Context: an optimization exercise on an open-source flow, tuned for small area and few clock cycles. The choices shown serve that exercise and are no tape-out recipe. The RTL was checked by simulation tests, not by an equivalence proof against the original design. Power figures rest on the tool's default switching activity, not on a simulated workload.

### flow/design.v
module i2cc_crc8 (
    input  wire [15:0] crc_in,
    input  wire [7:0]  data,
    output wire [15:0] crc_out
);
    wire [7:0] t = crc_in[15:8] ^ data;
    wire       p = ^t;
    assign crc_out = {crc_in[7] ^ p, crc_in[6:2], crc_in[1] ^ t[7], crc_in[0] ^ t[6] ^ t[7],
                      t[5] ^ t[6], t[4] ^ t[5], t[3] ^ t[4], t[2] ^ t[3], t[1] ^ t[2], t[0] ^ t[1],
                      p ^ t[0], p};
endmodule
module i2cc_top (
    input  wire        clk,
    input  wire        rst,
    input  wire        host_req,
    input  wire        host_we,
    input  wire [10:0] host_addr,
    input  wire [31:0] host_wdata,
    output reg  [31:0] host_rdata,
    output reg         host_err,
    output wire        irq,
    output wire        bus_req,
    output reg  [2:0]  bus_act,
    output reg  [7:0]  bus_data,
    input  wire        bus_done,
    input  wire [1:0]  bus_resp,
    input  wire        bus_rx_valid,
    input  wire [7:0]  bus_rx_data
);
    localparam MAXC = 64;             
    localparam RXS  = 64;             
    localparam DBS  = MAXC - 9;       
    localparam [7:0] R_OK = 8'h00, R_DEV = 8'h01, R_UNK = 8'h02,
                     R_COMM = 8'h10, R_RSF = 8'h11,
                     R_FTL = 8'h20, R_FSH = 8'h21, R_CRC = 8'h22, R_FCE = 8'h23,
                     R_BADC = 8'h30, R_SEQ = 8'h31, R_BLEN = 8'h32;
    localparam [3:0] P_IDLE = 4'd0, P_CHECK = 4'd1, P_CRC = 4'd2, P_MARSHAL = 4'd3,
                     P_UNM = 4'd4, P_WAKE = 4'd5, P_WRITE = 4'd6, P_RESYNC = 4'd7,
                     P_WAIT = 4'd8, P_RC = 4'd9, P_RB = 4'd10, P_READ = 4'd11;
    localparam [2:0] TS_IDLE = 3'd0, TS_ADDRW = 3'd1, TS_DSENT = 3'd2,
                     TS_RSP = 3'd4, TS_ADDRR = 3'd5, TS_DREC = 3'd6, TS_FAIL = 3'd7;
    localparam [2:0] A_START = 3'd1, A_RSTART = 3'd2, A_STOP = 3'd3, A_WRBYTE = 3'd4,
                     A_RDBYTES = 3'd5, A_DUMMY = 3'd6, A_WAKE = 3'd7;
    reg        ctrl_ie;
    reg [2:0]  ctrl_retries;
    reg        done, ovr;
    reg [2:0]  tstate;
    reg [3:0]  phase;
    reg [3:0]  attempts;
    reg [31:0] cmd;
    reg [7:0]  result;
    reg [6:0]  dev_addr;
    reg [15:0] waddr, ioaddr;
    reg [7:0]  opcode, mode;
    reg [15:0] param1, param2;
    reg [31:0] dlen;
    reg [7:0]  wr_len, rd_len, crc_len, resp_len, frame_len, rx_len;
    reg [15:0] crc_reg;
    reg [7:0]  rsp_status;
    reg [3:0]  rsp_code;
    reg [7:0]  rsp_dlen;
    reg        rsp_valid;
    reg [7:0]  dbuf  [0:DBS-1];
    reg [7:0]  txbuf [0:MAXC-1];
    reg [7:0]  rxbuf [0:RXS-1];
    reg [7:0]  undo  [0:RXS-1];       
    localparam [4:0] S_IDLE = 5'd0, S_DEC = 5'd1, S_CRC = 5'd2, S_MAR = 5'd3,
                     S_UNM = 5'd4, S_UNF = 5'd5, S_WAKE = 5'd6, S_WR = 5'd7,
                     S_RSW = 5'd8, S_GAP = 5'd9, S_RC = 5'd10, S_RB = 5'd11,
                     S_RF = 5'd12, S_BW = 5'd13, S_BR = 5'd14, S_RSY = 5'd15,
                     S_FIN = 5'd16, S_RF0 = 5'd17;
    localparam [2:0] G_WR = 3'd0, G_WAKE = 3'd1, G_RSW = 3'd2,
                     G_RC = 3'd4, G_RB = 3'd5;
    localparam [4:0] E_IDLE = 5'd0, E_START = 5'd1, E_ADW = 5'd2, E_WAH = 5'd3,
                     E_WAL = 5'd4, E_DATA = 5'd5, E_STOPW = 5'd6, E_RST = 5'd7,
                     E_ADR = 5'd8, E_RD = 5'd9, E_STOPR = 5'd10, E_NSTOP = 5'd11,
                     E_RS1 = 5'd12, E_RS2 = 5'd13, E_RSD = 5'd14, E_RSS = 5'd15,
                     E_WAKE = 5'd16;
    reg [4:0]  st;
    reg [2:0]  gnext;
    reg [2:0]  retries_snap;
    reg [6:0]  j;             
    reg [15:0] crc_acc;
    reg        mar_act;       
    reg        rest_act;      
    reg        rbase;         
    reg [4:0]  es;
    reg        dv;            
    reg [6:0]  bp;            
    wire busy = (st != S_IDLE);
    assign irq = done & ctrl_ie;
    wire [6:0] h_bidx  = host_addr[8:2];
    wire [4:0] h_ridx  = host_addr[6:2];
    wire       h_align = (host_addr[1:0] == 2'b00);
    wire       h_isreg = (host_addr[10:9] == 2'd0) && (h_bidx < 7'd20);
    wire       h_isdb  = (host_addr[10:9] == 2'd1) && (h_bidx < DBS);
    wire       h_istx  = (host_addr[10:9] == 2'd2) && (h_bidx < MAXC);
    wire       h_isrx  = (host_addr[10:9] == 2'd3) && (h_bidx < RXS);
    wire       h_legal = h_align && (h_isreg || h_isdb || h_istx || h_isrx);
    wire       h_wr    = host_req && host_we && h_legal;
    wire       h_rw    = h_wr && h_isreg;
    wire       h_dbrd  = host_req && !host_we && (host_addr[10:9] == 2'd1);
    wire       grant   = !h_dbrd;
    wire       w_ctrl  = h_rw && (h_ridx == 5'd0);
    wire       w_stat  = h_rw && (h_ridx == 5'd1);
    wire       w_cmd   = h_rw && (h_ridx == 5'd2) && !busy;
    wire       w_par   = h_rw && !busy;
    wire       w_drop  = h_wr && busy && (!h_isreg ||
                         !(h_ridx == 5'd0 || h_ridx == 5'd1 || h_ridx == 5'd3 ||
                           h_ridx == 5'd16 || h_ridx == 5'd18 || h_ridx == 5'd19));
    always @(posedge clk) begin
        if (rst || w_ctrl) begin
            ctrl_ie      <= !rst && host_wdata[0];
            ctrl_retries <= rst ? 3'd3 : host_wdata[6:4];
        end
        if (rst || w_cmd)                       cmd      <= rst ? 32'd0 : host_wdata;
        if (rst || (w_par && h_ridx == 5'd4))   dev_addr <= rst ? 7'h50 : host_wdata[6:0];
        if (rst || (w_par && h_ridx == 5'd5))   waddr    <= rst ? 16'h0000 : host_wdata[15:0];
        if (rst || (w_par && h_ridx == 5'd6))   ioaddr   <= rst ? 16'hFE00 : host_wdata[15:0];
        if (rst || (w_par && h_ridx == 5'd7))   opcode   <= rst ? 8'd0 : host_wdata[7:0];
        if (rst || (w_par && h_ridx == 5'd8))   mode     <= rst ? 8'd0 : host_wdata[7:0];
        if (rst || (w_par && h_ridx == 5'd9))   param1   <= rst ? 16'd0 : host_wdata[15:0];
        if (rst || (w_par && h_ridx == 5'd10))  param2   <= rst ? 16'd0 : host_wdata[15:0];
        if (rst || (w_par && h_ridx == 5'd11))  dlen     <= rst ? 32'd0 : host_wdata;
        if (rst || (w_par && h_ridx == 5'd12))  wr_len   <= rst ? 8'd0 : host_wdata[7:0];
        if (rst || (w_par && h_ridx == 5'd13))  rd_len   <= rst ? 8'd0 : host_wdata[7:0];
        if (rst || (w_par && h_ridx == 5'd14))  crc_len  <= rst ? 8'd0 : host_wdata[7:0];
        if (rst || (w_par && h_ridx == 5'd15))  resp_len <= rst ? 8'd64 : host_wdata[7:0];
    end
    wire [3:0] c_op    = cmd[3:0];
    wire [1:0] c_src   = cmd[5:4];
    wire       c_wake  = cmd[8];
    wire       c_idle  = cmd[9];
    wire       c_legal = (cmd == 32'h1) || (cmd == 32'h11) || (cmd == 32'h21) ||
                         (cmd == 32'h2) || (cmd == 32'h3) || (cmd == 32'h4) ||
                         (cmd == 32'h5) || (cmd == 32'h6) ||
                         ((cmd & 32'hFFFF_FEFF) == 32'h7) || (cmd == 32'h8) ||
                         ((cmd & 32'hFFFF_FDFF) == 32'h9);
    wire       c_sleep = (c_op == 4'h9);
    wire [9:0]  dl_sum  = {2'b00, dlen[7:0]} + {2'b00, dlen[15:8]} +
                          {2'b00, dlen[23:16]} + {2'b00, dlen[31:24]};
    wire [9:0]  f_len   = c_sleep ? 10'd0 : dl_sum;
    wire [7:0]  f_op    = c_sleep ? 8'h11 : opcode;
    wire [7:0]  f_mode  = c_sleep ? (c_idle ? 8'h40 : 8'h00) : mode;
    wire [15:0] f_p1    = c_sleep ? 16'h0000 : param1;
    wire [15:0] f_p2    = c_sleep ? 16'h0000 : param2;
    wire [7:0]  f_count = 8'd9 + f_len[7:0];
    wire [6:0]  f_dend  = 7'd7 + f_len[6:0];      
    wire [6:0]  j_p2    = j + 7'd2;
    wire        j_data  = (j >= 7'd7) && (j_p2 < frame_len[6:0]);
    wire        j_crc0  = (j_p2 == frame_len[6:0]);
    wire        j_last  = (j + 7'd1 == frame_len[6:0]);
    wire        e_read  = (st == S_BR) || (st == S_RC) || (st == S_RB);
    wire        e_base  = (st == S_RB);
    wire [15:0] e_wa    = (c_op == 4'h4 || c_op == 4'h5) ? waddr : ioaddr;
    wire [7:0]  rb0     = rxbuf[0];
    reg  [7:0]  e_n;
    always @* begin
        if (c_op == 4'h4)      e_n = wr_len;
        else if (c_op == 4'h5) e_n = rd_len;
        else if (st == S_RC)   e_n = 8'd1;
        else if (st == S_RB)   e_n = rb0;
        else                   e_n = frame_len;
    end
    wire [6:0] proc_delay = 7'd4 + {1'b0, opcode[3:0], 2'b00} + {5'd0, mode[1:0]};
    reg e_fin, e_ok;
    always @* begin
        e_fin = 1'b0; e_ok = 1'b0;
        if (bus_req && bus_done) begin
            case (es)
                E_START, E_RST, E_RS2: e_fin = (bus_resp != 2'd0);
                E_ADW, E_WAH, E_WAL, E_DATA, E_ADR: e_fin = bus_resp[1];
                E_STOPW, E_STOPR, E_RSS, E_WAKE: begin e_fin = 1'b1; e_ok = 1'b1; end
                E_NSTOP: e_fin = 1'b1;
                default: ;
            endcase
        end
    end
    wire       mar_port  = mar_act && j_data;
    wire       fetch_w   = !e_read && (es == E_WAL || es == E_DATA) && (bp != e_n[6:0]) &&
                           (!mar_act || (bp < j));
    wire       fetch_ok  = fetch_w && grant;
    wire       a_fetch   = (es == E_WAL || es == E_DATA) && (!mar_act || (bp < j));
    wire [6:0] j_m7      = j - 7'd7;
    reg        e_atx;
    reg  [5:0] e_aidx;
    always @* begin
        if (a_fetch) begin
            e_atx = 1'b1; e_aidx = bp[5:0];
        end else if (mar_act) begin
            e_atx = 1'b0; e_aidx = j_m7[5:0];
        end else begin
            e_atx = c_src[0]; e_aidx = j[5:0];
        end
    end
    wire       a_eng = busy && !h_dbrd;
    wire       a_tx  = a_eng ? e_atx : host_addr[10];
    wire [5:0] a_idx = a_eng ? e_aidx : host_addr[7:2];
    wire [5:0] b_idx = !busy ? host_addr[7:2] : (es == E_RD) ? bp[5:0] : j[5:0];
    reg [7:0] pa, pb;
    integer k;
    always @* begin
        pa = 8'd0;
        for (k = 0; k < DBS; k = k + 1)  if (!a_tx && a_idx == k) pa = pa | dbuf[k];
        for (k = 0; k < MAXC; k = k + 1) if (a_tx && a_idx == k)  pa = pa | txbuf[k];
        pb = 8'd0;
        for (k = 0; k < RXS; k = k + 1)  if (b_idx == k) pb = pb | rxbuf[k];
    end
    reg [31:0] h_reg;
    always @* begin
        case (h_ridx)
            5'd0:  h_reg = {25'd0, ctrl_retries, 3'd0, ctrl_ie};
            5'd1:  h_reg = {16'd0, attempts, phase, 1'b0, tstate, 1'b0, ovr, done, busy};
            5'd2:  h_reg = cmd;
            5'd3:  h_reg = {24'd0, result};
            5'd4:  h_reg = {25'd0, dev_addr};
            5'd5:  h_reg = {16'd0, waddr};
            5'd6:  h_reg = {16'd0, ioaddr};
            5'd7:  h_reg = {24'd0, opcode};
            5'd8:  h_reg = {24'd0, mode};
            5'd9:  h_reg = {16'd0, param1};
            5'd10: h_reg = {16'd0, param2};
            5'd11: h_reg = dlen;
            5'd12: h_reg = {24'd0, wr_len};
            5'd13: h_reg = {24'd0, rd_len};
            5'd14: h_reg = {24'd0, crc_len};
            5'd15: h_reg = {24'd0, resp_len};
            5'd16: h_reg = {24'd0, frame_len};
            5'd17: h_reg = {24'd0, rx_len};
            5'd18: h_reg = {16'd0, crc_reg};
            5'd19: h_reg = {rsp_valid, 7'd0, rsp_dlen, 4'd0, rsp_code, rsp_status};
            default: h_reg = 32'd0;
        endcase
    end
    always @(posedge clk) begin
        case (host_addr[10:9])
            2'd0:    host_rdata <= h_reg;
            2'd3:    host_rdata <= {24'd0, pb};
            default: host_rdata <= {24'd0, pa};
        endcase
        if (rst) host_err <= 1'b0;
        else     host_err <= host_req && !h_legal;
    end
    reg [7:0] f_hdr;
    always @* begin
        case (j[2:0])
            3'd0: f_hdr = frame_len;
            3'd1: f_hdr = f_op;
            3'd2: f_hdr = f_mode;
            3'd3: f_hdr = f_p1[15:8];
            3'd4: f_hdr = f_p1[7:0];
            3'd5: f_hdr = f_p2[15:8];
            default: f_hdr = f_p2[7:0];
        endcase
    end
    wire       mar_go   = mar_act && (!mar_port || (grant && !a_fetch));
    wire [7:0] mar_byte = (j < 7'd7) ? f_hdr : j_data ? pa :
                          j_crc0 ? crc_acc[15:8] : crc_acc[7:0];
    wire       mar_last = j_last;
    wire       rx_in    = (es == E_RD) && bus_rx_valid;
    wire       rx_wr    = rx_in && !bp[6];
    wire [6:0] bp_nx    = (rx_in && bp != 7'h7F) ? bp + 7'd1 : bp;
    wire [6:0] bp_eff   = bp[6] ? 7'd64 : bp;
    wire [6:0] rest_t   = j + bp_eff;
    wire       rest_wr  = rest_act && rest_t[6] && !(rbase && rest_t[5:0] == 6'd0);
    wire       rest_any = (bp_eff != {6'd0, e_base});    
    wire       crc_go   = (st == S_CRC) && (c_src[1] || grant);
    reg  [7:0]  crc_data;
    wire [15:0] crc_next;
    always @* begin
        if (st == S_RC || st == S_RB)        crc_data = bus_rx_data;
        else if (mar_act)                    crc_data = mar_byte;
        else if (st == S_CRC && !c_src[1])   crc_data = pa;
        else                                 crc_data = pb;
    end
    i2cc_crc8 u_crc (.crc_in(crc_acc), .data(crc_data), .crc_out(crc_next));
    reg [3:0] st_code;
    always @* begin
        case (rxbuf[1])
            8'h00: st_code = 4'd0;
            8'h02: st_code = 4'd1;
            8'h04: st_code = 4'd2;
            8'h08: st_code = 4'd3;
            8'h10: st_code = 4'd4;
            8'h20: st_code = 4'd5;
            8'h40: st_code = 4'd6;
            8'h50: st_code = 4'd7;
            8'h60: st_code = 4'd8;
            8'h70: st_code = 4'd9;
            8'h80: st_code = 4'd10;
            8'h90: st_code = 4'd11;
            default: st_code = 4'd14;
        endcase
    end
    wire       unm_exec = (st == S_RB);
    wire [7:0] unm_n    = unm_exec ? rb0 : rx_len;
    wire       unm_crc  = (crc_acc != 16'd0);
    wire       unm_fce  = !unm_exec && (rb0 != rx_len);
    wire [7:0] unm_res  = unm_crc ? R_CRC : unm_fce ? R_FCE :
                          (st_code == 4'd0) ? R_OK : (st_code == 4'd14) ? R_UNK : R_DEV;
    wire       unm_good = !unm_crc && !unm_fce;
    wire [5:0] w_idx  = !busy ? host_addr[7:2] : rx_in ? bp[5:0] : rest_act ? rest_t[5:0] : j[5:0];
    wire [7:0] w_dtx  = !busy ? host_wdata[7:0] : mar_byte;
    wire [7:0] w_drx  = !busy ? host_wdata[7:0] : rx_in ? bus_rx_data : undo[RXS-1];
    wire       w_db   = !busy && h_wr && h_isdb;
    wire       w_tx   = busy ? mar_go : (h_wr && h_istx);
    wire       w_rx   = busy ? (rx_wr || rest_wr) : (h_wr && h_isrx);
    wire       u_sh   = rx_wr || rest_act;
    always @(posedge clk) begin
        if (w_db) dbuf[w_idx] <= host_wdata[7:0];
        if (w_tx) txbuf[w_idx] <= w_dtx;
        if (w_rx) rxbuf[w_idx] <= w_drx;
        if (u_sh) begin
            undo[0] <= pb;
            for (k = 1; k < RXS; k = k + 1) undo[k] <= undo[k-1];
        end
    end
    assign bus_req = (es != E_IDLE) && (es != E_DATA || dv);
    always @* begin
        case (es)
            E_START, E_RS1, E_RS2: bus_act = A_START;
            E_ADW, E_WAH, E_WAL, E_DATA, E_ADR: bus_act = A_WRBYTE;
            E_STOPW, E_STOPR, E_NSTOP, E_RSS: bus_act = A_STOP;
            E_RST:   bus_act = A_RSTART;
            E_RD:    bus_act = A_RDBYTES;
            E_RSD:   bus_act = A_DUMMY;
            E_WAKE:  bus_act = A_WAKE;
            default: bus_act = 3'd0;
        endcase
    end
    always @(posedge clk) begin
        if (rst) begin
            done         <= 1'b0;
            ovr          <= 1'b0;
            tstate       <= TS_IDLE;
            phase        <= P_IDLE;
            attempts     <= 4'd0;
            result       <= 8'hFF;
            frame_len    <= 8'd0;
            rx_len       <= 8'd0;
            crc_reg      <= 16'd0;
            rsp_status   <= 8'd0;
            rsp_code     <= 4'hF;
            rsp_dlen     <= 8'd0;
            rsp_valid    <= 1'b0;
            st           <= S_IDLE;
            gnext        <= G_WR;
            retries_snap <= 3'd0;
            j            <= 7'd0;
            crc_acc      <= 16'd0;
            mar_act      <= 1'b0;
            rest_act     <= 1'b0;
            rbase        <= 1'b0;
            es           <= E_IDLE;
            bus_data     <= 8'd0;
            dv           <= 1'b0;
            bp           <= 7'd0;
        end else begin
            if (w_stat) begin
                if (host_wdata[1]) done <= 1'b0;
                if (host_wdata[2]) ovr  <= 1'b0;
            end
            if (w_drop) ovr <= 1'b1;
            if (w_par && h_ridx == 5'd17) rx_len <= host_wdata[7:0];
            if (w_cmd) begin
                done         <= 1'b0;
                attempts     <= 4'd0;
                phase        <= P_CHECK;
                retries_snap <= ctrl_retries;
                st           <= S_DEC;
            end
            if (es == E_DATA && !dv && fetch_ok) begin
                bus_data <= pa; dv <= 1'b1; bp <= bp + 7'd1;
            end
            if (es == E_RD) begin
                bp <= bp_nx;
                if (bus_rx_valid) crc_acc <= crc_next;
            end
            if (bus_req && bus_done) begin
                case (es)
                    E_START: begin
                        if (bus_resp == 2'd0) begin es <= E_ADW; bus_data <= {dev_addr, 1'b0}; end
                        else begin tstate <= TS_FAIL; es <= E_IDLE; end
                    end
                    E_ADW, E_WAH, E_WAL, E_DATA, E_ADR: begin
                        if (bus_resp == 2'd0) begin
                            case (es)
                                E_ADW: begin tstate <= TS_ADDRW; es <= E_WAH; bus_data <= e_wa[15:8]; end
                                E_WAH: begin es <= E_WAL; bus_data <= e_wa[7:0]; end
                                E_ADR: begin tstate <= TS_ADDRR; es <= E_RD; bus_data <= e_n - {7'd0, e_base}; end
                                default: begin    
                                    if (e_read) begin
                                        tstate <= TS_RSP; es <= E_RST;
                                    end else if (bp == e_n[6:0]) begin
                                        tstate <= TS_DSENT; es <= E_STOPW;
                                    end else begin
                                        es <= E_DATA;
                                        if (fetch_ok) begin bus_data <= pa; dv <= 1'b1; bp <= bp + 7'd1; end
                                        else dv <= 1'b0;
                                    end
                                end
                            endcase
                        end else if (bus_resp == 2'd1) begin
                            es <= E_NSTOP;           
                        end else begin
                            tstate <= TS_FAIL; es <= E_IDLE;
                        end
                    end
                    E_STOPW, E_STOPR, E_RSS: begin
                        tstate <= TS_IDLE; es <= E_IDLE;
                    end
                    E_RST: begin
                        if (bus_resp == 2'd0) begin es <= E_ADR; bus_data <= {dev_addr, 1'b1}; end
                        else begin tstate <= TS_FAIL; es <= E_IDLE; end
                    end
                    E_RD: begin
                        if (bp_nx == e_n[6:0]) begin tstate <= TS_DREC; es <= E_STOPR; end
                        else es <= E_NSTOP;
                    end
                    E_NSTOP: begin
                        tstate <= TS_FAIL; es <= E_IDLE;
                    end
                    E_RS1: begin
                        if (bus_resp == 2'd0) begin es <= E_RSD; bus_data <= 8'hFF; end
                        else es <= E_RS2;
                    end
                    E_RS2: begin
                        if (bus_resp == 2'd0) begin es <= E_RSD; bus_data <= 8'hFF; end
                        else begin tstate <= TS_FAIL; es <= E_IDLE; end
                    end
                    E_RSD: es <= E_RSS;
                    E_WAKE: es <= E_IDLE;
                    default: es <= E_IDLE;
                endcase
            end
            if (mar_go) begin
                if (!j_crc0 && !j_last) crc_acc <= crc_next;
                j <= j + 7'd1;
                if (mar_last) mar_act <= 1'b0;
            end
            if (rest_act) begin
                j <= j + 7'd1;
                if (j == 7'd63) rest_act <= 1'b0;
            end
            case (st)
                S_IDLE: ;
                S_DEC: begin
                    if (!c_legal) begin
                        result <= R_BADC; phase <= P_IDLE; done <= 1'b1; st <= S_IDLE;
                    end else begin
                        case (c_op)
                            4'h1: begin
                                phase <= P_CRC;
                                if (crc_len > ((c_src == 2'd0) ? DBS : MAXC)) begin
                                    result <= R_BLEN; phase <= P_IDLE; done <= 1'b1; st <= S_IDLE;
                                end else if (crc_len == 8'd0) begin
                                    crc_reg <= 16'd0;
                                    result <= R_OK; phase <= P_IDLE; done <= 1'b1; st <= S_IDLE;
                                end else begin
                                    j <= 7'd0; crc_acc <= 16'd0; st <= S_CRC;
                                end
                            end
                            4'h2: begin
                                phase <= P_MARSHAL;
                                if (f_len > DBS) begin
                                    result <= R_FTL; phase <= P_IDLE; done <= 1'b1; st <= S_IDLE;
                                end else begin
                                    frame_len <= f_count;
                                    j <= 7'd0; crc_acc <= 16'd0; mar_act <= 1'b1; st <= S_MAR;
                                end
                            end
                            4'h3: begin
                                phase <= P_UNM;
                                rsp_valid <= 1'b0; rsp_dlen <= 8'd0; rsp_code <= 4'hF; rsp_status <= 8'd0;
                                if (rx_len > RXS) begin
                                    result <= R_BLEN; phase <= P_IDLE; done <= 1'b1; st <= S_IDLE;
                                end else if (rx_len < 8'd4) begin
                                    result <= R_FSH; phase <= P_IDLE; done <= 1'b1; st <= S_IDLE;
                                end else begin
                                    j <= 7'd0; crc_acc <= 16'd0; st <= S_UNM;
                                end
                            end
                            4'h4: begin
                                if (tstate == TS_FAIL) begin
                                    result <= R_SEQ; phase <= P_IDLE; done <= 1'b1; st <= S_IDLE;
                                end else if (wr_len > MAXC) begin
                                    result <= R_BLEN; phase <= P_IDLE; done <= 1'b1; st <= S_IDLE;
                                end else begin
                                    phase <= P_WRITE;
                                    es <= E_START; bp <= 7'd0; dv <= 1'b0;
                                    st <= S_BW;
                                end
                            end
                            4'h5: begin
                                if (tstate == TS_FAIL) begin
                                    result <= R_SEQ; phase <= P_IDLE; done <= 1'b1; st <= S_IDLE;
                                end else if (rd_len < 8'd1 || rd_len > RXS) begin
                                    result <= R_BLEN; phase <= P_IDLE; done <= 1'b1; st <= S_IDLE;
                                end else begin
                                    phase <= P_READ;
                                    es <= E_START; bp <= 7'd0;
                                    st <= S_BR;
                                end
                            end
                            4'h6: begin
                                phase <= P_RESYNC; es <= E_RS1; st <= S_RSY;
                            end
                            4'h7: begin
                                rsp_valid <= 1'b0; rsp_dlen <= 8'd0; rsp_code <= 4'hF; rsp_status <= 8'd0;
                                if (tstate == TS_FAIL) begin
                                    result <= R_SEQ; phase <= P_IDLE; done <= 1'b1; st <= S_IDLE;
                                end else if (resp_len < 8'd4 || resp_len > RXS) begin
                                    result <= R_BLEN; phase <= P_IDLE; done <= 1'b1; st <= S_IDLE;
                                end else if (f_len > DBS) begin
                                    result <= R_FTL; phase <= P_IDLE; done <= 1'b1; st <= S_IDLE;
                                end else begin
                                    phase <= P_MARSHAL;
                                    frame_len <= f_count;
                                    j <= 7'd0; crc_acc <= 16'd0; mar_act <= 1'b1;
                                    st <= S_GAP;
                                    if (c_wake) begin gnext <= G_WAKE; bp <= f_dend + 7'd1; end
                                    else begin        gnext <= G_WR;   bp <= f_dend + 7'd2; end
                                end
                            end
                            4'h8: begin
                                phase <= P_WAKE; es <= E_WAKE; st <= S_WAKE;
                            end
                            default: begin    
                                if (tstate == TS_FAIL) begin
                                    result <= R_SEQ; phase <= P_IDLE; done <= 1'b1; st <= S_IDLE;
                                end else begin
                                    frame_len <= f_count;
                                    j <= 7'd0; crc_acc <= 16'd0; mar_act <= 1'b1;
                                    phase <= P_WRITE; attempts <= 4'd1;
                                    es <= E_START; bp <= 7'd0; dv <= 1'b0;
                                    st <= S_WR;
                                end
                            end
                        endcase
                    end
                end
                S_GAP: begin
                    if (bp == 7'd1) begin
                        case (gnext)
                            G_WR: begin
                                phase <= P_WRITE; attempts <= attempts + 4'd1;
                                es <= E_START; bp <= 7'd0; dv <= 1'b0;
                                st <= S_WR;
                            end
                            G_WAKE: begin
                                phase <= P_WAKE; es <= E_WAKE; st <= S_WAKE;
                            end
                            G_RSW: begin
                                phase <= P_RESYNC; es <= E_RS1; st <= S_RSW;
                            end
                            G_RC: begin
                                phase <= P_RC; es <= E_START; bp <= 7'd0; crc_acc <= 16'd0;
                                st <= S_RC;
                            end
                            default: begin    
                                phase <= P_RB; es <= E_START; bp <= 7'd1;
                                st <= S_RB;
                            end
                        endcase
                    end else bp <= bp - 7'd1;
                end
                S_CRC: begin
                    if (crc_go) begin
                        crc_acc <= crc_next; j <= j + 7'd1;
                        if ({1'b0, j} + 8'd1 == crc_len) begin
                            crc_reg <= crc_next;
                            result <= R_OK; phase <= P_IDLE; done <= 1'b1; st <= S_IDLE;
                        end
                    end
                end
                S_MAR: begin
                    if (mar_go && mar_last) begin
                        result <= R_OK; phase <= P_IDLE; done <= 1'b1; st <= S_IDLE;
                    end
                end
                S_UNM: begin
                    crc_acc <= crc_next;
                    j <= j + 7'd1;
                    if ({1'b0, j} + 8'd1 == rx_len) st <= S_UNF;
                end
                S_UNF: begin
                    result <= unm_res;
                    if (unm_good) begin
                        rsp_valid <= 1'b1; rsp_dlen <= unm_n - 8'd4; rsp_code <= st_code;
                        rsp_status <= rxbuf[1];
                    end
                    phase <= P_IDLE; done <= 1'b1; st <= S_IDLE;
                end
                S_WAKE: begin
                    if (e_fin) begin
                        if (c_op == 4'h8) begin
                            result <= R_OK; phase <= P_IDLE; done <= 1'b1; st <= S_IDLE;
                        end else begin
                            gnext <= G_WR; bp <= 7'd2; st <= S_GAP;
                        end
                    end
                end
                S_WR: begin
                    if (e_fin) begin
                        if (e_ok) begin
                            if (c_sleep) begin
                                result <= R_OK; phase <= P_IDLE; done <= 1'b1; st <= S_IDLE;
                            end else begin
                                phase <= P_WAIT; gnext <= G_RC; bp <= proc_delay + 7'd3; st <= S_GAP;
                            end
                        end else begin
                            gnext <= G_RSW; bp <= 7'd1; st <= S_GAP;
                        end
                    end
                end
                S_RSW: begin
                    if (e_fin) begin
                        if (!e_ok) begin
                            result <= R_RSF; st <= S_FIN;
                        end else if (attempts == {1'b0, retries_snap} + 4'd1) begin
                            result <= R_COMM; st <= S_FIN;
                        end else begin
                            gnext <= G_WR; bp <= 7'd2; st <= S_GAP;
                        end
                    end
                end
                S_RC: begin
                    if (e_fin) begin
                        if (e_ok) begin
                            rx_len <= 8'd1;
                            if (rb0 < 8'd4) begin
                                result <= R_FSH; phase <= P_IDLE; done <= 1'b1; st <= S_IDLE;
                            end else if (rb0 > resp_len) begin
                                result <= R_FCE; phase <= P_IDLE; done <= 1'b1; st <= S_IDLE;
                            end else begin
                                gnext <= G_RB; bp <= 7'd2; st <= S_GAP;
                            end
                        end else begin
                            rx_len <= 8'd0;
                            j <= 7'd0; rest_act <= rest_any; rbase <= 1'b0;
                            st <= S_RF0;
                        end
                    end
                end
                S_RB: begin
                    if (e_fin) begin
                        if (e_ok) begin
                            rx_len <= rb0;
                            result <= unm_res;
                            if (unm_good) begin
                                rsp_valid <= 1'b1; rsp_dlen <= unm_n - 8'd4; rsp_code <= st_code;
                                rsp_status <= rxbuf[1];
                            end
                            phase <= P_IDLE; done <= 1'b1; st <= S_IDLE;
                        end else begin
                            rx_len <= 8'd0;
                            j <= 7'd0; rest_act <= rest_any; rbase <= 1'b1;
                            st <= S_RF0;
                        end
                    end
                end
                S_RF0: begin
                    phase <= P_RESYNC; es <= E_RS1; st <= S_RF;
                end
                S_RF: begin
                    if (e_fin) begin
                        result <= e_ok ? R_COMM : R_RSF;
                        st <= S_FIN;
                    end
                end
                S_BW: begin
                    if (e_fin) begin
                        result <= e_ok ? R_OK : R_COMM;
                        phase <= P_IDLE; done <= 1'b1; st <= S_IDLE;
                    end
                end
                S_BR: begin
                    if (e_fin) begin
                        if (e_ok) begin
                            rx_len <= rd_len;
                            result <= R_OK; phase <= P_IDLE; done <= 1'b1; st <= S_IDLE;
                        end else begin
                            rx_len <= 8'd0; result <= R_COMM;
                            j <= 7'd0; rest_act <= rest_any; rbase <= 1'b0;
                            st <= S_FIN;
                        end
                    end
                end
                S_RSY: begin
                    if (e_fin) begin
                        result <= e_ok ? R_OK : R_RSF;
                        phase <= P_IDLE; done <= 1'b1; st <= S_IDLE;
                    end
                end
                S_FIN: begin
                    if (!rest_act && !mar_act) begin
                        phase <= P_IDLE; done <= 1'b1; st <= S_IDLE;
                    end
                end
                default: st <= S_IDLE;
            endcase
        end
    end
endmodule
### flow/flow/run.sh
#!/bin/bash
set -euo pipefail
HERE=$(pwd)
python3 - "$HERE" <<'PY'
import sys, re, os, shlex
here = sys.argv[1]
flow_home = os.environ["FLOW_HOME"]
# ORFS's synth.tcl with its abc call given our script
s = open(os.path.join(flow_home, "scripts", "synth.tcl")).read()
old = "log_cmd abc {*}$abc_args"
assert s.count(old) == 1, "abc call not found in synth.tcl"
s = s.replace(old, "log_cmd abc -script %s/flow/abc.script {*}[lrange $abc_args 2 end]" % here)
open(os.path.join(here, "synth_abc.tcl"), "w").write(s)
# The standard flow's synthesis script, sourcing that copy
b = open(os.path.join(here, "synth_recipe.tcl")).read()
old = "source $::env(SCRIPTS_DIR)/synth.tcl"
assert b.count(old) == 1, "synth.tcl not sourced by synth_recipe.tcl"
open(os.path.join(here, "own_synth.tcl"), "w").write(b.replace(old, "source %s/synth_abc.tcl" % here))
# standard.sh, with that synthesis script
t = open(os.path.join(here, "standard.sh")).read()
t2, n = re.subn(r"SYNTH_SCRIPT=\S+", "SYNTH_SCRIPT=%s/own_synth.tcl" % here, t)
assert n == 1, "SYNTH_SCRIPT not found in standard.sh"
open(os.path.join(here, "own_standard.sh"), "w").write(t2)
# standard.sh, with our clock tree synthesis arguments
args = " ".join(open(os.path.join(here, "flow", "cts_args.txt")).read().split())
t3, n = re.subn(r"SYNTH_SCRIPT=\S+", lambda m: m.group(0) + " " + shlex.quote("CTS_ARGS=" + args), t)
assert n == 1
open(os.path.join(here, "cts_standard.sh"), "w").write(t3)
PY
bash own_standard.sh synth > synth.log 2>&1
bash standard.sh place > place.log 2>&1
bash cts_standard.sh cts > cts.log 2>&1
bash standard.sh > route.log 2>&1
### flow/flow/abc.script
strash
&get -n
&st
&deepsyn -T 60
&dch -f
&nf
&put
### flow/flow/cts_args.txt
-sink_clustering_enable -repair_clock_nets -sink_clustering_size 20 -sink_clustering_max_diameter 80 -buf_list sky130_fd_sc_hd__clkbuf_16 -dont_use_dummy_load
### flow/standard.sh
#!/bin/bash
# synth_recipe.tcl (not shown) runs the flow's synth.tcl, then flattens the netlist and writes it again
# the make line also repeats each setting of config.mk as NAME=value (left out here)
make -C /OpenROAD-flow-scripts/flow DESIGN_CONFIG=/design/flow/config.mk WORK_HOME=/design/flow/orfs CLKGATE_MAP_FILE= SYNTH_SCRIPT=/design/flow/synth_recipe.tcl "${@:-finish}"
### flow/config.mk
export PLATFORM = sky130hd
export DESIGN_NAME = i2cc_top
export DESIGN_NICKNAME = i2cc_top
export VERILOG_FILES = /design/flow/design.v
export SDC_FILE = /design/flow/constraint.sdc
export NUM_CORES = 8
export LEC_CHECK = 0
export CAP_MARGIN = 20
export CORE_MARGIN = 2
export CORE_UTILIZATION = 50
export PLACE_DENSITY = 0.7
export SETUP_SLACK_MARGIN = 0.1
export SLEW_MARGIN = 20
### flow/constraint.sdc
create_clock -name core_clock -period 10.0 [get_ports {clk}]
set_input_delay 2.0000 -clock core_clock [delete_from_list [all_inputs] [get_ports {clk}]]
set_output_delay 2.0000 -clock core_clock [all_outputs]
set_load 0.01 [all_outputs]
==> flow_results.xml, run 1 <==
<?xml version="1.0" encoding="UTF-8"?>
<metrics>
  <group name="pwr">
    <metric name="seq_power_share" unit="%">59.5</metric>
    <metric name="leakage" unit="uW">0.0320</metric>
    <metric name="power.density_cell_area" unit="nW/um^2">180</metric>
    <metric name="fraction_of_power_spent_switching_nets" unit="%">24.1</metric>
    <metric name="power.total" unit="uW">18200</metric>
    <metric name="net_switching_power_of_the_design" unit="uW">4390</metric>
    <metric name="vdd_ir_drop_max" unit="mV">0.207</metric>
    <metric name="clkPwrFrac" unit="%">31.8</metric>
    <metric name="internal_power" unit="uW">13800</metric>
    <metric name="power.share.combinational" unit="%">8.7</metric>
  </group>
  <group name="route">
    <metric name="drc_errors" unit="">0</metric>
    <metric name="wl" unit="mm">420</metric>
    <metric name="ant_nets" unit="">0</metric>
    <metric name="firstDrtPassIters" unit="">11</metric>
    <metric name="drc_violation_total_after_the_first_tritonroute_iteration" unit="">16250</metric>
    <metric name="dr_total_vias" unit="">66579</metric>
    <metric name="post_drt_wl_per_cell" unit="microns">48.3</metric>
    <metric name="via_per_inst" unit="">7.64</metric>
  </group>
  <group name="layout">
    <metric name="layout.filler_cells" unit="">13787</metric>
    <metric name="reg_top3" unit="">rxbuf x512, txbuf x512, undo x512</metric>
    <metric name="seq_area" unit="sq um">68300</metric>
    <metric name="fin_nets" unit="">6482</metric>
    <metric name="final_layout_size_suffix_gt1_share" unit="%">11.9</metric>
    <metric name="multi_input_area" unit="sq um">21700</metric>
    <metric name="syn_to_final_growth" unit="%">13.5</metric>
  </group>
  <group name="clocking">
    <metric name="clk_transition_reported_paths" unit="ps">80</metric>
    <metric name="cts_htree_levels" unit="">4</metric>
    <metric name="clock_latency" unit="ps">880</metric>
    <metric name="ctsResizeCount" unit="">0</metric>
    <metric name="cts_sinks" unit="">2331</metric>
    <metric name="cts_root_buffer" unit="">sky130_fd_sc_hd__clkbuf_16</metric>
    <metric name="tritoncts" unit="">built</metric>
    <metric name="post_cts.repair.setup_buffers" unit="">0</metric>
    <metric name="hold_buffers" unit="">0</metric>
    <metric name="cts-buffers-inserted" unit="">150</metric>
    <metric name="clk_path_buf_depth" unit="">3</metric>
  </group>
  <group name="timing">
    <metric name="rsz_0062_raised_after_global_routing" unit="">no</metric>
    <metric name="timing.fmax" unit="MHz">113</metric>
    <metric name="worst-slew-pin-transition" unit="ps">1320</metric>
    <metric name="period_share" unit="%">88.4</metric>
    <metric name="hold_viol_final" unit="">0</metric>
    <metric name="timing.setup.tns" unit="ps">0</metric>
    <metric name="maxSlewViolCount" unit="">0</metric>
    <metric name="finClkSkew" unit="ps">122</metric>
    <metric name="final-setup-viol-count" unit="">0</metric>
    <metric name="timing.max_slew.rel_slack" unit="%">12.2</metric>
    <metric name="final.min_clock_period" unit="ps">8840</metric>
  </group>
  <group name="setup_path">
    <metric name="required" unit="ps">10770</metric>
    <metric name="startpoint_type" unit="">primary input</metric>
    <metric name="critPathCaptureType" unit="">flip-flop</metric>
    <metric name="worstSetupPathType" unit="">primary input to flip-flop</metric>
    <metric name="timing.critical_path.arrival" unit="ps">9610</metric>
    <metric name="crit_path_max_fanout" unit="">8</metric>
  </group>
  <group name="floorplan">
    <metric name="design.die.area" unit="sq um">182000</metric>
    <metric name="die_y" unit="microns">427</metric>
    <metric name="ioPinCount" unit="">105</metric>
    <metric name="rows" unit="">155</metric>
    <metric name="initial_core_util" unit="%">50.2</metric>
    <metric name="die_w" unit="microns">427</metric>
    <metric name="core-area" unit="sq um">178000</metric>
  </group>
  <group name="yosys">
    <metric name="yosys-top-cells-area" unit="">sky130_fd_sc_hd__edfxtp_1 73%, sky130_fd_sc_hd__dfxtp_1 3.8%, sky130_fd_sc_hd__nand4_1 2.9%</metric>
    <metric name="synth_enable_flop_cells" unit="">2163</metric>
    <metric name="synth_top_area_share" unit="%">72.6</metric>
    <metric name="synth_async_sr_flop_share" unit="%">0</metric>
    <metric name="share_of_the_yosys_chip_area_belonging_to_registers" unit="%">76.4</metric>
    <metric name="post_synth_num_cell_types" unit="">71</metric>
    <metric name="mappedNetlistNets" unit="">5813</metric>
    <metric name="mappedNetlistArea" unit="sq um">89500</metric>
    <metric name="syn-mean-instance-area" unit="sq um">15.8</metric>
    <metric name="post-synth-top-area-cell" unit="">sky130_fd_sc_hd__edfxtp_1</metric>
    <metric name="synth_warnings" unit="">2</metric>
    <metric name="synth_flop_cell" unit="">sky130_fd_sc_hd__edfxtp_1</metric>
    <metric name="synthCells" unit="">5672</metric>
    <metric name="synth-seq-cells" unit="">2331</metric>
  </group>
  <group name="outcome">
    <metric name="status" unit="">timing/DRC/antenna clean</metric>
  </group>
  <group name="place">
    <metric name="dp_hpwl" unit="mm">295</metric>
    <metric name="gp_congestion" unit="">1.15</metric>
    <metric name="buffer_ports.inserted" unit="">104</metric>
  </group>
  <group name="worst_hold_path">
    <metric name="holdCritPathClass" unit="">flip-flop to flip-flop</metric>
  </group>
  <group name="grt">
    <metric name="grt_antenna_before_repair" unit="">36</metric>
    <metric name="gr-total-overflow" unit="">0</metric>
    <metric name="grt_first_pass_wirelength" unit="mm">548</metric>
    <metric name="first_global_vias" unit="">59499</metric>
    <metric name="grt_util_all_layers" unit="%">45.4</metric>
    <metric name="grt_max_degree" unit="">202</metric>
  </group>
  <group name="run">
    <metric name="number_of_max_cap_violations" unit="">0</metric>
  </group>
</metrics>
-- through the flow --
stage	std cells	cell area, sq um	hold WS, ps	setup slack [ps]	util (%)
after global placement	8532	97400	400	305	54.7
final	8712	102000	398	1160	57.0
after detailed placement	8540	97600	405	804	54.8
after floorplan	5672	89500	400	-184	-
after global routing	8696	101000	398	1270	57.0
after CTS	8690	101000	395	1620	56.9
-- worst max-delay path: stages --
cell,delay [ps]
sky130_fd_sc_hd__clkdlybuf4s50_1,670
sky130_fd_sc_hd__ha_1,390
sky130_fd_sc_hd__nand2_1,110
sky130_fd_sc_hd__nor2_1,100
sky130_fd_sc_hd__nor2_1,310
sky130_fd_sc_hd__buf_4,230
sky130_fd_sc_hd__nor2_1,70
sky130_fd_sc_hd__a311oi_1,450
sky130_fd_sc_hd__buf_4,270
sky130_fd_sc_hd__nor4_4,60
sky130_fd_sc_hd__buf_4,210
sky130_fd_sc_hd__buf_4,200
sky130_fd_sc_hd__and3_1,490
sky130_fd_sc_hd__a222oi_1,810
sky130_fd_sc_hd__nand4_1,170
sky130_fd_sc_hd__or4_1,560
sky130_fd_sc_hd__and4b_1,470
sky130_fd_sc_hd__buf_4,190
sky130_fd_sc_hd__a211oi_1,90
sky130_fd_sc_hd__o221ai_1,240
sky130_fd_sc_hd__xor2_1,250
sky130_fd_sc_hd__xnor2_1,200
sky130_fd_sc_hd__xnor3_1,500
sky130_fd_sc_hd__xor3_1,390
sky130_fd_sc_hd__o21ai_0,170
-- synthesized netlist by cell type (37+ instances only) --
| library cell | n |
|---|---|
| sky130_fd_sc_hd__edfxtp_1 | 2163 |
| sky130_fd_sc_hd__nor2_1 | 444 |
| sky130_fd_sc_hd__nand2_1 | 432 |
| sky130_fd_sc_hd__nand4_1 | 409 |
| sky130_fd_sc_hd__a22oi_1 | 252 |
| sky130_fd_sc_hd__a222oi_1 | 222 |
| sky130_fd_sc_hd__dfxtp_1 | 168 |
| sky130_fd_sc_hd__and3_1 | 123 |
| sky130_fd_sc_hd__o21ai_0 | 119 |
| sky130_fd_sc_hd__a21oi_1 | 116 |
| sky130_fd_sc_hd__nand3_1 | 112 |
| sky130_fd_sc_hd__a22o_1 | 98 |
| sky130_fd_sc_hd__nor3_1 | 87 |
| sky130_fd_sc_hd__clkinv_1 | 81 |
| sky130_fd_sc_hd__a32oi_1 | 65 |
| sky130_fd_sc_hd__ha_1 | 65 |
| sky130_fd_sc_hd__nor2b_1 | 65 |
| sky130_fd_sc_hd__xnor2_1 | 65 |
| sky130_fd_sc_hd__nor4_1 | 60 |
| sky130_fd_sc_hd__a221oi_1 | 51 |
| sky130_fd_sc_hd__xor2_1 | 41 |
| sky130_fd_sc_hd__a21o_1 | 37 |
| sky130_fd_sc_hd__and2_0 | 37 |
-- cell usage in the layout (no fill, tap or decap), types with 27 or more instances in the layout --
master,synthesis,routed
sky130_fd_sc_hd__a222oi_1,222,222
sky130_fd_sc_hd__and4_1,34,34
sky130_fd_sc_hd__clkinv_1,81,81
sky130_fd_sc_hd__a22o_1,98,98
sky130_fd_sc_hd__nand4_1,409,409
sky130_fd_sc_hd__a31oi_1,29,29
sky130_fd_sc_hd__and3_1,123,123
sky130_fd_sc_hd__buf_4,0,377
sky130_fd_sc_hd__a211oi_1,31,27
sky130_fd_sc_hd__and2_0,37,35
sky130_fd_sc_hd__a21o_1,37,37
sky130_fd_sc_hd__xnor2_1,65,65
sky130_fd_sc_hd__clkbuf_16,0,150
sky130_fd_sc_hd__clkdlybuf4s50_1,0,95
sky130_fd_sc_hd__nand3_1,112,112
sky130_fd_sc_hd__nand2_1,432,407
sky130_fd_sc_hd__nor2_1,444,323
sky130_fd_sc_hd__ha_1,65,65
sky130_fd_sc_hd__a221oi_1,51,51
sky130_fd_sc_hd__o21ai_0,119,118
sky130_fd_sc_hd__a32oi_1,65,65
sky130_fd_sc_hd__xor2_1,41,41
sky130_fd_sc_hd__nor4_1,60,48
sky130_fd_sc_hd__a22oi_1,252,252
sky130_fd_sc_hd__dfxtp_1,168,168
sky130_fd_sc_hd__buf_12,0,27
sky130_fd_sc_hd__edfxtp_1,2163,2163
sky130_fd_sc_hd__nor3_1,87,78
sky130_fd_sc_hd__nor2_2,0,103
sky130_fd_sc_hd__nor2b_1,65,64
sky130_fd_sc_hd__a21oi_1,116,111
-- logic make-up after synthesis --
kind of cell,Yosys count,synth area share (%)
mux,3,0.0336
fa+ha+maj,82,1.29
simple gates,1909,10.8
flops,2331,76.4
buf+inv,81,0.340
xor+xnor,108,1.09
compound gates,1158,10.1
-- layer usage --
metal  global-route usage (%)  wire [microns]  share of wire [%]  up-vias
li1                         -               -                  -    24847
met1                     61.3          151000                 36    33404
met2                     61.0          167000                 40     6972
met3                     21.0           73000                 17     1326
met4                     23.1           28200                6.7       30
met5                     2.06             702               0.17        -
-- path summary, 6_finish.rpt --
check,from,to,slack (ps),cells after the start
max,host_addr[9],crc_acc[15],1160,25
min,undo[44][5],undo[45][5],400,0
max reg2reg,j[1],crc_acc[15],1450,26
min reg2reg,undo[44][5],undo[45][5],400,0
-- layout make-up --
type	instances	share of cell area [%]
Clock buffer	150	3.70
Inverter	81	0.299
Tap cell	2355	2.90
Sequential cell	2331	67.3
Timing Repair Buffer	517	4.43
Antenna cell	18	0.0444
Multi-Input combinational cell	3260	21.3
-- power groups by stage --
stage	Clock [uW]	Combinational (uW)	Sequential (uW)
CTS	5770	1520	10800
global route	6080	1620	10900
floorplan	0	703	11000
detailed placement	0	1520	11100
global placement	0	1500	11100
finish	5790	1590	10900
Testbench counts, summed over its fixed seeds: cycles 107,415.
==> run 2: changes to the inputs <==
--- a/flow/config.mk
+++ b/flow/config.mk
@@ -8,6 +8,7 @@
 export CAP_MARGIN = 20
 export CORE_MARGIN = 2
 export CORE_UTILIZATION = 50
+export GPL_TIMING_DRIVEN = 0
 export PLACE_DENSITY = 0.7
 export SETUP_SLACK_MARGIN = 0.1
 export SLEW_MARGIN = 20
==> run 2 against run 1 <==
Against the previous run:
- the layout now fails its checks (negative setup slack)
- worst hold slack lost 25 ps
- area after synthesis grew 0.19%
- final area grew 1.5%
- wire length shrank 16%
- synthesized cell count grew 3.6%
- total power shrank 1.3%
- sequential power is essentially flat
- maximum frequency shrank 13%
- clock skew shrank 13 ps
- critical endpoint is now crc_reg[15]
==> flow_results.xml, run 2 <==
<?xml version="1.0" encoding="UTF-8"?>
<metrics>
  <group name="timing">
    <metric name="maxSlewViolCount" unit="">0</metric>
    <metric name="final-setup-viol-count" unit="">4</metric>
    <metric name="final.min_clock_period" unit="ps">10150</metric>
    <metric name="postLayoutSetupSlackWorst" unit="ps">-148</metric>
    <metric name="timing.fmax" unit="MHz">98.5</metric>
    <metric name="worst-slew-pin-transition" unit="ps">1340</metric>
    <metric name="finClkSkew" unit="ps">109</metric>
    <metric name="hold_viol_final" unit="">0</metric>
    <metric name="timing.max_slew.rel_slack" unit="%">10.9</metric>
    <metric name="period_share" unit="%">101</metric>
    <metric name="rsz_0062_raised_after_global_routing" unit="">no</metric>
  </group>
  <group name="pwr">
    <metric name="power.density_cell_area" unit="nW/um^2">175</metric>
    <metric name="net_switching_power_of_the_design" unit="uW">4260</metric>
    <metric name="seq_power_share" unit="%">60.3</metric>
    <metric name="vdd_ir_drop_max" unit="mV">0.182</metric>
    <metric name="clkPwrFrac" unit="%">31.0</metric>
    <metric name="power.total" unit="uW">18000</metric>
    <metric name="leakage" unit="uW">0.0317</metric>
    <metric name="internal_power" unit="uW">13700</metric>
    <metric name="power.share.combinational" unit="%">8.6</metric>
    <metric name="fraction_of_power_spent_switching_nets" unit="%">23.7</metric>
  </group>
  <group name="setup_path">
    <metric name="worstSetupPathType" unit="">primary input to flip-flop</metric>
    <metric name="critPathCaptureType" unit="">flip-flop</metric>
    <metric name="crit_path_max_fanout" unit="">20</metric>
    <metric name="launching_instance_or_port_of_the_critical_path" unit="">host_addr[10]</metric>
    <metric name="reg2reg_from" unit="">j[1]</metric>
    <metric name="timing.critical_path.arrival" unit="ps">10920</metric>
    <metric name="required" unit="ps">10770</metric>
    <metric name="reg2reg_depth" unit="">26</metric>
    <metric name="startpoint_type" unit="">primary input</metric>
  </group>
  <group name="clocking">
    <metric name="tritoncts" unit="">built</metric>
    <metric name="cts-buffers-inserted" unit="">143</metric>
    <metric name="hold_buffers" unit="">0</metric>
    <metric name="cts_sinks" unit="">2331</metric>
    <metric name="cts_root_buffer" unit="">sky130_fd_sc_hd__clkbuf_16</metric>
    <metric name="clock_latency" unit="ps">860</metric>
    <metric name="cts_htree_levels" unit="">4</metric>
    <metric name="clk_transition_reported_paths" unit="ps">80</metric>
    <metric name="clk_path_buf_depth" unit="">3</metric>
  </group>
  <group name="layout">
    <metric name="final_layout_size_suffix_gt1_share" unit="%">11.7</metric>
    <metric name="layout_common_cells" unit="">2163 x sky130_fd_sc_hd__edfxtp_1, 772 x sky130_fd_sc_hd__nand3_1, 374 x sky130_fd_sc_hd__nand2_1, 249 x sky130_fd_sc_hd__nor2_1, 167 x sky130_fd_sc_hd__dfxtp_1</metric>
    <metric name="layout_commonest_cell" unit="">sky130_fd_sc_hd__edfxtp_1</metric>
    <metric name="syn_to_final_growth" unit="%">15.0</metric>
    <metric name="reg_top3" unit="">rxbuf x512, txbuf x512, undo x512</metric>
    <metric name="fin_nets" unit="">6541</metric>
    <metric name="design_area" unit="sq um">103000</metric>
  </group>
  <group name="floorplan">
    <metric name="design.die.area" unit="sq um">183000</metric>
    <metric name="ioPinCount" unit="">105</metric>
    <metric name="core-area" unit="sq um">178000</metric>
    <metric name="initial_core_util" unit="%">50.3</metric>
    <metric name="die_y" unit="microns">427</metric>
    <metric name="die_w" unit="microns">427</metric>
    <metric name="rows" unit="">155</metric>
  </group>
  <group name="route">
    <metric name="drc_errors" unit="">0</metric>
    <metric name="firstDrtPassIters" unit="">22</metric>
    <metric name="post_drt_wl_per_cell" unit="microns">40.3</metric>
    <metric name="wl" unit="mm">354</metric>
    <metric name="dr_total_vias" unit="">65471</metric>
    <metric name="via_per_inst" unit="">7.47</metric>
    <metric name="drc_violation_total_after_the_first_tritonroute_iteration" unit="">14713</metric>
    <metric name="ant_nets" unit="">0</metric>
  </group>
  <group name="yosys">
    <metric name="yosys-top-cells-area" unit="">sky130_fd_sc_hd__edfxtp_1 72%, sky130_fd_sc_hd__nand3_1 4.3%, sky130_fd_sc_hd__dfxtp_1 3.8%</metric>
    <metric name="synth_enable_flop_cells" unit="">2163</metric>
    <metric name="syn-mean-instance-area" unit="sq um">15.2</metric>
    <metric name="post-synth-top-count-cell" unit="">sky130_fd_sc_hd__edfxtp_1</metric>
    <metric name="synth-seq-cells" unit="">2331</metric>
    <metric name="synth_warnings" unit="">2</metric>
    <metric name="synth_async_sr_flop_share" unit="%">0</metric>
    <metric name="post-synth-top-area-cell" unit="">sky130_fd_sc_hd__edfxtp_1</metric>
    <metric name="post_synth_num_cell_types" unit="">67</metric>
    <metric name="mappedNetlistNets" unit="">6019</metric>
    <metric name="synth_flop_cell" unit="">sky130_fd_sc_hd__edfxtp_1</metric>
    <metric name="mappedNetlistArea" unit="sq um">89600</metric>
    <metric name="synthCells" unit="">5878</metric>
    <metric name="synth_top_area_share" unit="%">72.5</metric>
    <metric name="share_of_the_yosys_chip_area_belonging_to_registers" unit="%">76.2</metric>
    <metric name="synth_top_cells_by_count" unit="">2163 x sky130_fd_sc_hd__edfxtp_1, 774 x sky130_fd_sc_hd__nand3_1, 463 x sky130_fd_sc_hd__nor2_1</metric>
  </group>
  <group name="worst_hold_path">
    <metric name="hold_start" unit="">undo[9][7]</metric>
    <metric name="holdCritPathClass" unit="">flip-flop to flip-flop</metric>
    <metric name="hold-path-cell-count" unit="">0</metric>
  </group>
  <group name="grt">
    <metric name="grt_max_degree" unit="">78</metric>
    <metric name="first_global_vias" unit="">59769</metric>
    <metric name="grt_util_all_layers" unit="%">38.0</metric>
    <metric name="grt_first_pass_wirelength" unit="mm">477</metric>
    <metric name="gr-total-overflow" unit="">0</metric>
    <metric name="grt_antenna_before_repair" unit="">27</metric>
  </group>
  <group name="outcome">
    <metric name="status" unit="">finished with violations</metric>
    <metric name="layout.failed_checks" unit="">negative setup slack</metric>
  </group>
  <group name="run">
    <metric name="number_of_max_cap_violations" unit="">0</metric>
  </group>
  <group name="place">
    <metric name="post-place-ws" unit="ps">-815</metric>
    <metric name="detailed_place.area" unit="sq um">99200</metric>
    <metric name="dp_hpwl" unit="mm">241</metric>
    <metric name="gp_congestion" unit="">1.05</metric>
    <metric name="buffer_ports.inserted" unit="">104</metric>
  </group>
</metrics>
## run 2: power groups by stage
stage                     logic, uW  registers [uW]  clock network (uW)
after CTS                      1460           10800                5560
final                          1550           10900                5590
after global placement         1300           11100                   0
after detailed placement       1460           11100                   0
after global routing           1570           10900                5870
after floorplan                 720           11000                   0
## run 2: layer usage
layer  GRT usage (%)  share of wire (%)  wire (microns)
met5            2.78               0.26             903
met4            24.2                8.7           30900
met3            17.7                 18           62000
met2            52.5                 40          143000
met1            47.8                 33          117000
## run 2: path summary, 6_finish.rpt
kind	endpoint	slack, ps
setup / recovery	crc_reg[15]	-150
hold / removal	undo[10][7]	370
hold reg to reg	undo[10][7]	370
setup reg to reg	crc_reg[15]	-20
## run 2: through the flow
| stage | hold WS, ps | utilization, % | setup TNS, ps | std cells |
|---|---|---|---|---|
| after global placement | 401 | 52.6 | -4382370 | 8337 |
| after CTS | 361 | 57.7 | 0 | 8739 |
| after floorplan | 400 | - | -109260 | 5878 |
| after global routing | 380 | 57.8 | 0 | 8755 |
| after detailed placement | 405 | 55.6 | -5590 | 8596 |
| final | 373 | 57.8 | -366 | 8769 |
## run 2: cells by family after synthesis
logic type               count (synthesis)  synth area share, %
adder cells (fa/ha/maj)                 82                 1.29
multiplexers                             4               0.0461
flip-flops                            2331                 76.2
XOR/XNOR                                99                 1.00
AO/OA/AOI/OAI                         1052                 9.02
buffers and inverters                   81                0.339
AND/OR/NAND/NOR                       2229                 12.1
## run 2: area by class of cell
class / instances / area [sq um]
multi-input combinational: 3466 / 22400
fill: 13279 / 75200
antenna: 16 / 40.0
inverter: 81 / 305
tap: 2355 / 2950
timing repair buffer: 377 / 5410
sequential: 2331 / 68300
clock buffer: 143 / 3580
## run 2: critical path: stages
cell	delay (ps)
sky130_fd_sc_hd__clkdlybuf4s50_1	760
sky130_fd_sc_hd__clkinv_1	180
sky130_fd_sc_hd__ha_1	260
sky130_fd_sc_hd__nand2_1	100
sky130_fd_sc_hd__or2_0	350
sky130_fd_sc_hd__nand2_1	350
sky130_fd_sc_hd__a2111oi_0	780
sky130_fd_sc_hd__a31o_1	330
sky130_fd_sc_hd__or3_1	690
sky130_fd_sc_hd__nor2_4	330
sky130_fd_sc_hd__buf_16	280
sky130_fd_sc_hd__buf_16	190
sky130_fd_sc_hd__nand3_1	100
sky130_fd_sc_hd__nand4_1	230
sky130_fd_sc_hd__nor4_1	950
sky130_fd_sc_hd__nand4_1	400
sky130_fd_sc_hd__nor4_2	590
sky130_fd_sc_hd__buf_2	330
sky130_fd_sc_hd__a211o_1	230
sky130_fd_sc_hd__nand3_1	100
sky130_fd_sc_hd__o2111ai_1	200
sky130_fd_sc_hd__xor2_1	130
sky130_fd_sc_hd__xnor2_1	480
sky130_fd_sc_hd__xor3_1	340
sky130_fd_sc_hd__o21ai_0	180
## run 2: timing repair
item                                    CTS  global route
setup buffers                             0             6
pin swaps                                 0             2
gates cloned                              0             0
gates resized for setup                   2            11
hold endpoints to repair                  0             0
endpoints found under the setup margin    2             8
==> run 3: changes to the inputs <==
==> flow/flow/abc.script (replaced) <==
strash
&get -n
&st
&deepsyn -T 60
&put
dch -f
amap
==> flow/config.mk (replaced) <==
export PLATFORM = sky130hd
export DESIGN_NAME = i2cc_top
export DESIGN_NICKNAME = i2cc_top
export VERILOG_FILES = /design/flow/design.v
export SDC_FILE = /design/flow/constraint.sdc
export NUM_CORES = 8
export LEC_CHECK = 0
export CAP_MARGIN = 30
export CORE_MARGIN = 2
export CORE_UTILIZATION = 50
export PLACE_DENSITY = 0.7
export SETUP_SLACK_MARGIN = 0.2
export SLEW_MARGIN = 30
==> run 3 against run 2 <==
Against the previous run:
- now clean on timing, DRC and antenna
- total power hardly changed
- final area fell by 1.2%
- largest power group unchanged
- clock power rose by 2%
- sequential power is essentially flat
- sequential share of layout area grew 0.80 points
- clock skew down 23 ps
- count of clock-buffer cells in the layout grew 2
- highest routed layer unchanged
==> flow_results.xml, run 3 <==
<?xml version="1.0" encoding="UTF-8"?>
<metrics>
  <group name="outcome">
    <metric name="status" unit="">timing/DRC/antenna clean</metric>
  </group>
  <group name="yosys">
    <metric name="synth-seq-cells" unit="">2331</metric>
    <metric name="synth_async_sr_flop_share" unit="%">0</metric>
    <metric name="synth_top_area_share" unit="%">73.2</metric>
    <metric name="yosys-top-cells-area" unit="">sky130_fd_sc_hd__edfxtp_1 73%, sky130_fd_sc_hd__dfxtp_1 3.8%, sky130_fd_sc_hd__nor2_1 3.1%</metric>
    <metric name="syn-mean-instance-area" unit="sq um">15.1</metric>
    <metric name="post_synth_num_cell_types" unit="">59</metric>
    <metric name="synth_top_cells_by_count" unit="">2163 x sky130_fd_sc_hd__edfxtp_1, 736 x sky130_fd_sc_hd__nor2_1, 422 x sky130_fd_sc_hd__clkinv_1</metric>
    <metric name="synth_warnings" unit="">2</metric>
    <metric name="mappedNetlistArea" unit="sq um">88700</metric>
    <metric name="synth_enable_flop_cells" unit="">2163</metric>
    <metric name="synthCells" unit="">5861</metric>
    <metric name="post-synth-top-area-cell" unit="">sky130_fd_sc_hd__edfxtp_1</metric>
    <metric name="post-synth-top-count-cell" unit="">sky130_fd_sc_hd__edfxtp_1</metric>
    <metric name="mappedNetlistNets" unit="">6002</metric>
    <metric name="synth_flop_cell" unit="">sky130_fd_sc_hd__edfxtp_1</metric>
    <metric name="share_of_the_yosys_chip_area_belonging_to_registers" unit="%">77.0</metric>
  </group>
  <group name="place">
    <metric name="gp_congestion" unit="">1.15</metric>
    <metric name="dp_hpwl" unit="mm">309</metric>
    <metric name="place.detailed.instances" unit="">8867</metric>
    <metric name="post-place-ws" unit="ps">62.1</metric>
    <metric name="buffer_ports.inserted" unit="">104</metric>
  </group>
  <group name="timing">
    <metric name="postLayoutSetupSlackWorst" unit="ps">547</metric>
    <metric name="timing.max_slew.rel_slack" unit="%">20.0</metric>
    <metric name="final-setup-viol-count" unit="">0</metric>
    <metric name="rsz_0062_raised_after_global_routing" unit="">no</metric>
    <metric name="timing.fmax" unit="MHz">106</metric>
    <metric name="worst-slew-pin-transition" unit="ps">1200</metric>
    <metric name="finClkSkew" unit="ps">85.7</metric>
    <metric name="final.min_clock_period" unit="ps">9450</metric>
    <metric name="hold_viol_final" unit="">0</metric>
    <metric name="period_share" unit="%">94.5</metric>
    <metric name="timing.setup.tns" unit="ps">0</metric>
    <metric name="maxSlewViolCount" unit="">0</metric>
  </group>
  <group name="layout">
    <metric name="fin_nets" unit="">6821</metric>
    <metric name="stdcell_count" unit="">9039</metric>
    <metric name="syn_to_final_growth" unit="%">14.7</metric>
    <metric name="layout.filler_cells" unit="">13744</metric>
    <metric name="layout_common_cells" unit="">2163 x sky130_fd_sc_hd__edfxtp_1, 596 x sky130_fd_sc_hd__nor2_1, 546 x sky130_fd_sc_hd__buf_4, 421 x sky130_fd_sc_hd__clkinv_1, 349 x sky130_fd_sc_hd__a22oi_1</metric>
    <metric name="layout_commonest_cell" unit="">sky130_fd_sc_hd__edfxtp_1</metric>
    <metric name="reg_top3" unit="">rxbuf x512, txbuf x512, undo x512</metric>
    <metric name="final_layout_size_suffix_gt1_share" unit="%">13.6</metric>
  </group>
  <group name="clocking">
    <metric name="cts_sinks" unit="">2331</metric>
    <metric name="cts_htree_levels" unit="">4</metric>
    <metric name="clk_transition_reported_paths" unit="ps">80</metric>
    <metric name="clk_path_buf_depth" unit="">3</metric>
    <metric name="cts_root_buffer" unit="">sky130_fd_sc_hd__clkbuf_16</metric>
    <metric name="tritoncts" unit="">built</metric>
    <metric name="clock_latency" unit="ps">860</metric>
    <metric name="cts-buffers-inserted" unit="">145</metric>
  </group>
  <group name="grt">
    <metric name="gr-total-overflow" unit="">0</metric>
    <metric name="grt_first_pass_wirelength" unit="mm">554</metric>
    <metric name="grt_util_all_layers" unit="%">46.5</metric>
    <metric name="grt_max_degree" unit="">161</metric>
    <metric name="first_global_vias" unit="">60153</metric>
    <metric name="grt_antenna_before_repair" unit="">36</metric>
  </group>
  <group name="floorplan">
    <metric name="initial_core_util" unit="%">50.3</metric>
    <metric name="ioPinCount" unit="">105</metric>
    <metric name="core-area" unit="sq um">176000</metric>
    <metric name="die_y" unit="microns">425</metric>
    <metric name="design.die.area" unit="sq um">181000</metric>
    <metric name="die_w" unit="microns">425</metric>
    <metric name="rows" unit="">154</metric>
  </group>
  <group name="route">
    <metric name="firstDrtPassIters" unit="">12</metric>
    <metric name="via_per_inst" unit="">7.36</metric>
    <metric name="drc_violation_total_after_the_first_tritonroute_iteration" unit="">15186</metric>
    <metric name="drc_errors" unit="">0</metric>
    <metric name="post_drt_wl_per_cell" unit="microns">47.2</metric>
    <metric name="ant_nets" unit="">0</metric>
    <metric name="wl" unit="mm">426</metric>
    <metric name="dr_total_vias" unit="">66501</metric>
  </group>
  <group name="worst_hold_path">
    <metric name="hold_start" unit="">undo[19][0]</metric>
    <metric name="hold-path-cell-count" unit="">0</metric>
    <metric name="hold_path_end" unit="">undo[20][0]</metric>
    <metric name="holdCritPathClass" unit="">flip-flop to flip-flop</metric>
  </group>
  <group name="setup_path">
    <metric name="startpoint_type" unit="">primary input</metric>
    <metric name="r2r_end" unit="">crc_acc[15]</metric>
    <metric name="largest_stage_delay_worst_path" unit="ps">810</metric>
    <metric name="critPathCaptureType" unit="">flip-flop</metric>
    <metric name="cpMaxStageDelayCell" unit="">sky130_fd_sc_hd__a22oi_1</metric>
    <metric name="r2r_slack" unit="ps">990</metric>
    <metric name="crit_path_max_fanout" unit="">7</metric>
    <metric name="reg2reg_from" unit="">j[2]</metric>
    <metric name="reg2reg_depth" unit="">36</metric>
    <metric name="timing.critical_path.arrival" unit="ps">10080</metric>
    <metric name="worstSetupPathType" unit="">primary input to flip-flop</metric>
    <metric name="required" unit="ps">10630</metric>
  </group>
  <group name="pwr">
    <metric name="vdd_ir_drop_max" unit="mV">0.192</metric>
    <metric name="net_switching_power_of_the_design" unit="uW">4300</metric>
    <metric name="fraction_of_power_spent_switching_nets" unit="%">23.9</metric>
    <metric name="power.density_cell_area" unit="nW/um^2">177</metric>
    <metric name="clkPwrFrac" unit="%">31.5</metric>
    <metric name="leakage" unit="uW">0.0319</metric>
    <metric name="seq_power_share" unit="%">60.0</metric>
    <metric name="power.share.combinational" unit="%">8.4</metric>
    <metric name="internal_power" unit="uW">13700</metric>
  </group>
  <group name="run">
    <metric name="number_of_max_cap_violations" unit="">0</metric>
  </group>
</metrics>
==> run 3: cell count changes after synthesis, moves of 28 or more <==
cell / delta
sky130_fd_sc_hd__nor2_1: +273
sky130_fd_sc_hd__o22ai_1: +166
sky130_fd_sc_hd__nand2b_1: -32
sky130_fd_sc_hd__a32oi_1: -138
sky130_fd_sc_hd__nand2_1: -113
sky130_fd_sc_hd__o21ai_0: +28
sky130_fd_sc_hd__clkinv_1: +341
sky130_fd_sc_hd__xor2_1: -31
sky130_fd_sc_hd__a221oi_1: +29
sky130_fd_sc_hd__a21o_1: -30
sky130_fd_sc_hd__a22oi_1: +210
sky130_fd_sc_hd__nand3_1: -670
sky130_fd_sc_hd__xnor2_1: -64
==> run 3: power groups by stage <==
stage	combinational, uW	sequential (uW)	clock [uW]
floorplan	613	11000	0
detailed placement	1440	11000	0
global placement	1420	11000	0
CTS	1440	10800	5660
finish	1520	10800	5680
global route	1550	10800	5960
==> run 3: logic make-up after synthesis <==
family,count (synthesis),synth area share [%]
flops,2331,77.0
simple gates,1608,8.23
compound gates,1405,11.6
buf+inv,433,1.83
fa+ha+maj,82,1.30
xor+xnor,2,0.0197
==> run 3: per-stage QoR <==
| stage | instance area [sq um] | hold slack, ps | power, uW | util (%) |
|---|---|---|---|---|
| floorplan | 88700 | 400 | 11600 | - |
| global placement | 97600 | 400 | 12400 | 55.4 |
| detailed placement | 98000 | 405 | 12500 | 55.6 |
| CTS | 102000 | 413 | 17900 | 57.6 |
| global route | 102000 | 420 | 18300 | 57.7 |
| finish | 102000 | 414 | 18000 | 57.7 |
==> run 3: how the worst max path moves through the flow <==
stage	to	slack, ps	cells after the start	start
2_1_floorplan	undo[0][0]	1010	3	bus_rx_valid
3_3_place_gp	crc_acc[15]	-150	35	host_addr[10]
3_5_place_dp	crc_acc[15]	60	34	host_addr[10]
4_1_cts	crc_acc[15]	860	34	host_addr[10]
5_1_grt	crc_acc[15]	450	34	host_addr[10]
6_report	crc_acc[15]	550	33	host_addr[10]
==> run 3: metal layers <==
| layer | global-route usage (%) | share of wire (%) | wire length, microns | vias to the layer above |
|---|---|---|---|---|
| met5 | 0.556 | 0.075 | 320 | - |
| met4 | 25.0 | 7.1 | 30400 | 24 |
| met3 | 22.8 | 18 | 75400 | 1415 |
| met2 | 61.9 | 39 | 167000 | 6942 |
| met1 | 61.9 | 36 | 153000 | 33120 |
| li1 | - | - | - | 25000 |
==> run 3: final cells by class <==
cell class,instances,area [sq um],area share (%)
sequential,2331,68300,67.1
multi-input combinational,3097,19600,19.2
timing repair buffer,683,5710,5.61
antenna,21,52.6,0.0516
clock buffer,145,3630,3.56
tap,2340,2930,2.88
inverter,422,1580,1.56
==> run 3: repair_timing <==
action	CTS	global route
setup endpoints to repair	0	2
gates resized for setup	0	1
buffers inserted	0	0
hold buffers	0	0
==> run 3: worst max-delay path: cells and delay by family <==
family | cells | cell delay (ps)
and+or+nand+nor | 11 | 2690
AOI/OAI and AO/OA | 12 | 2980
adders and majority gates | 1 | 180
buffers and inverters | 9 | 2200

Re-timed with assumed drivers on the ports (clkbuf_16 on the clock, buf_2 on other inputs), run 3 has 0.627 ns of setup slack against 0.547 ns with ideal ports, and -0.288 ns once port delays also move by the mid clock arrival of 0.915 ns.
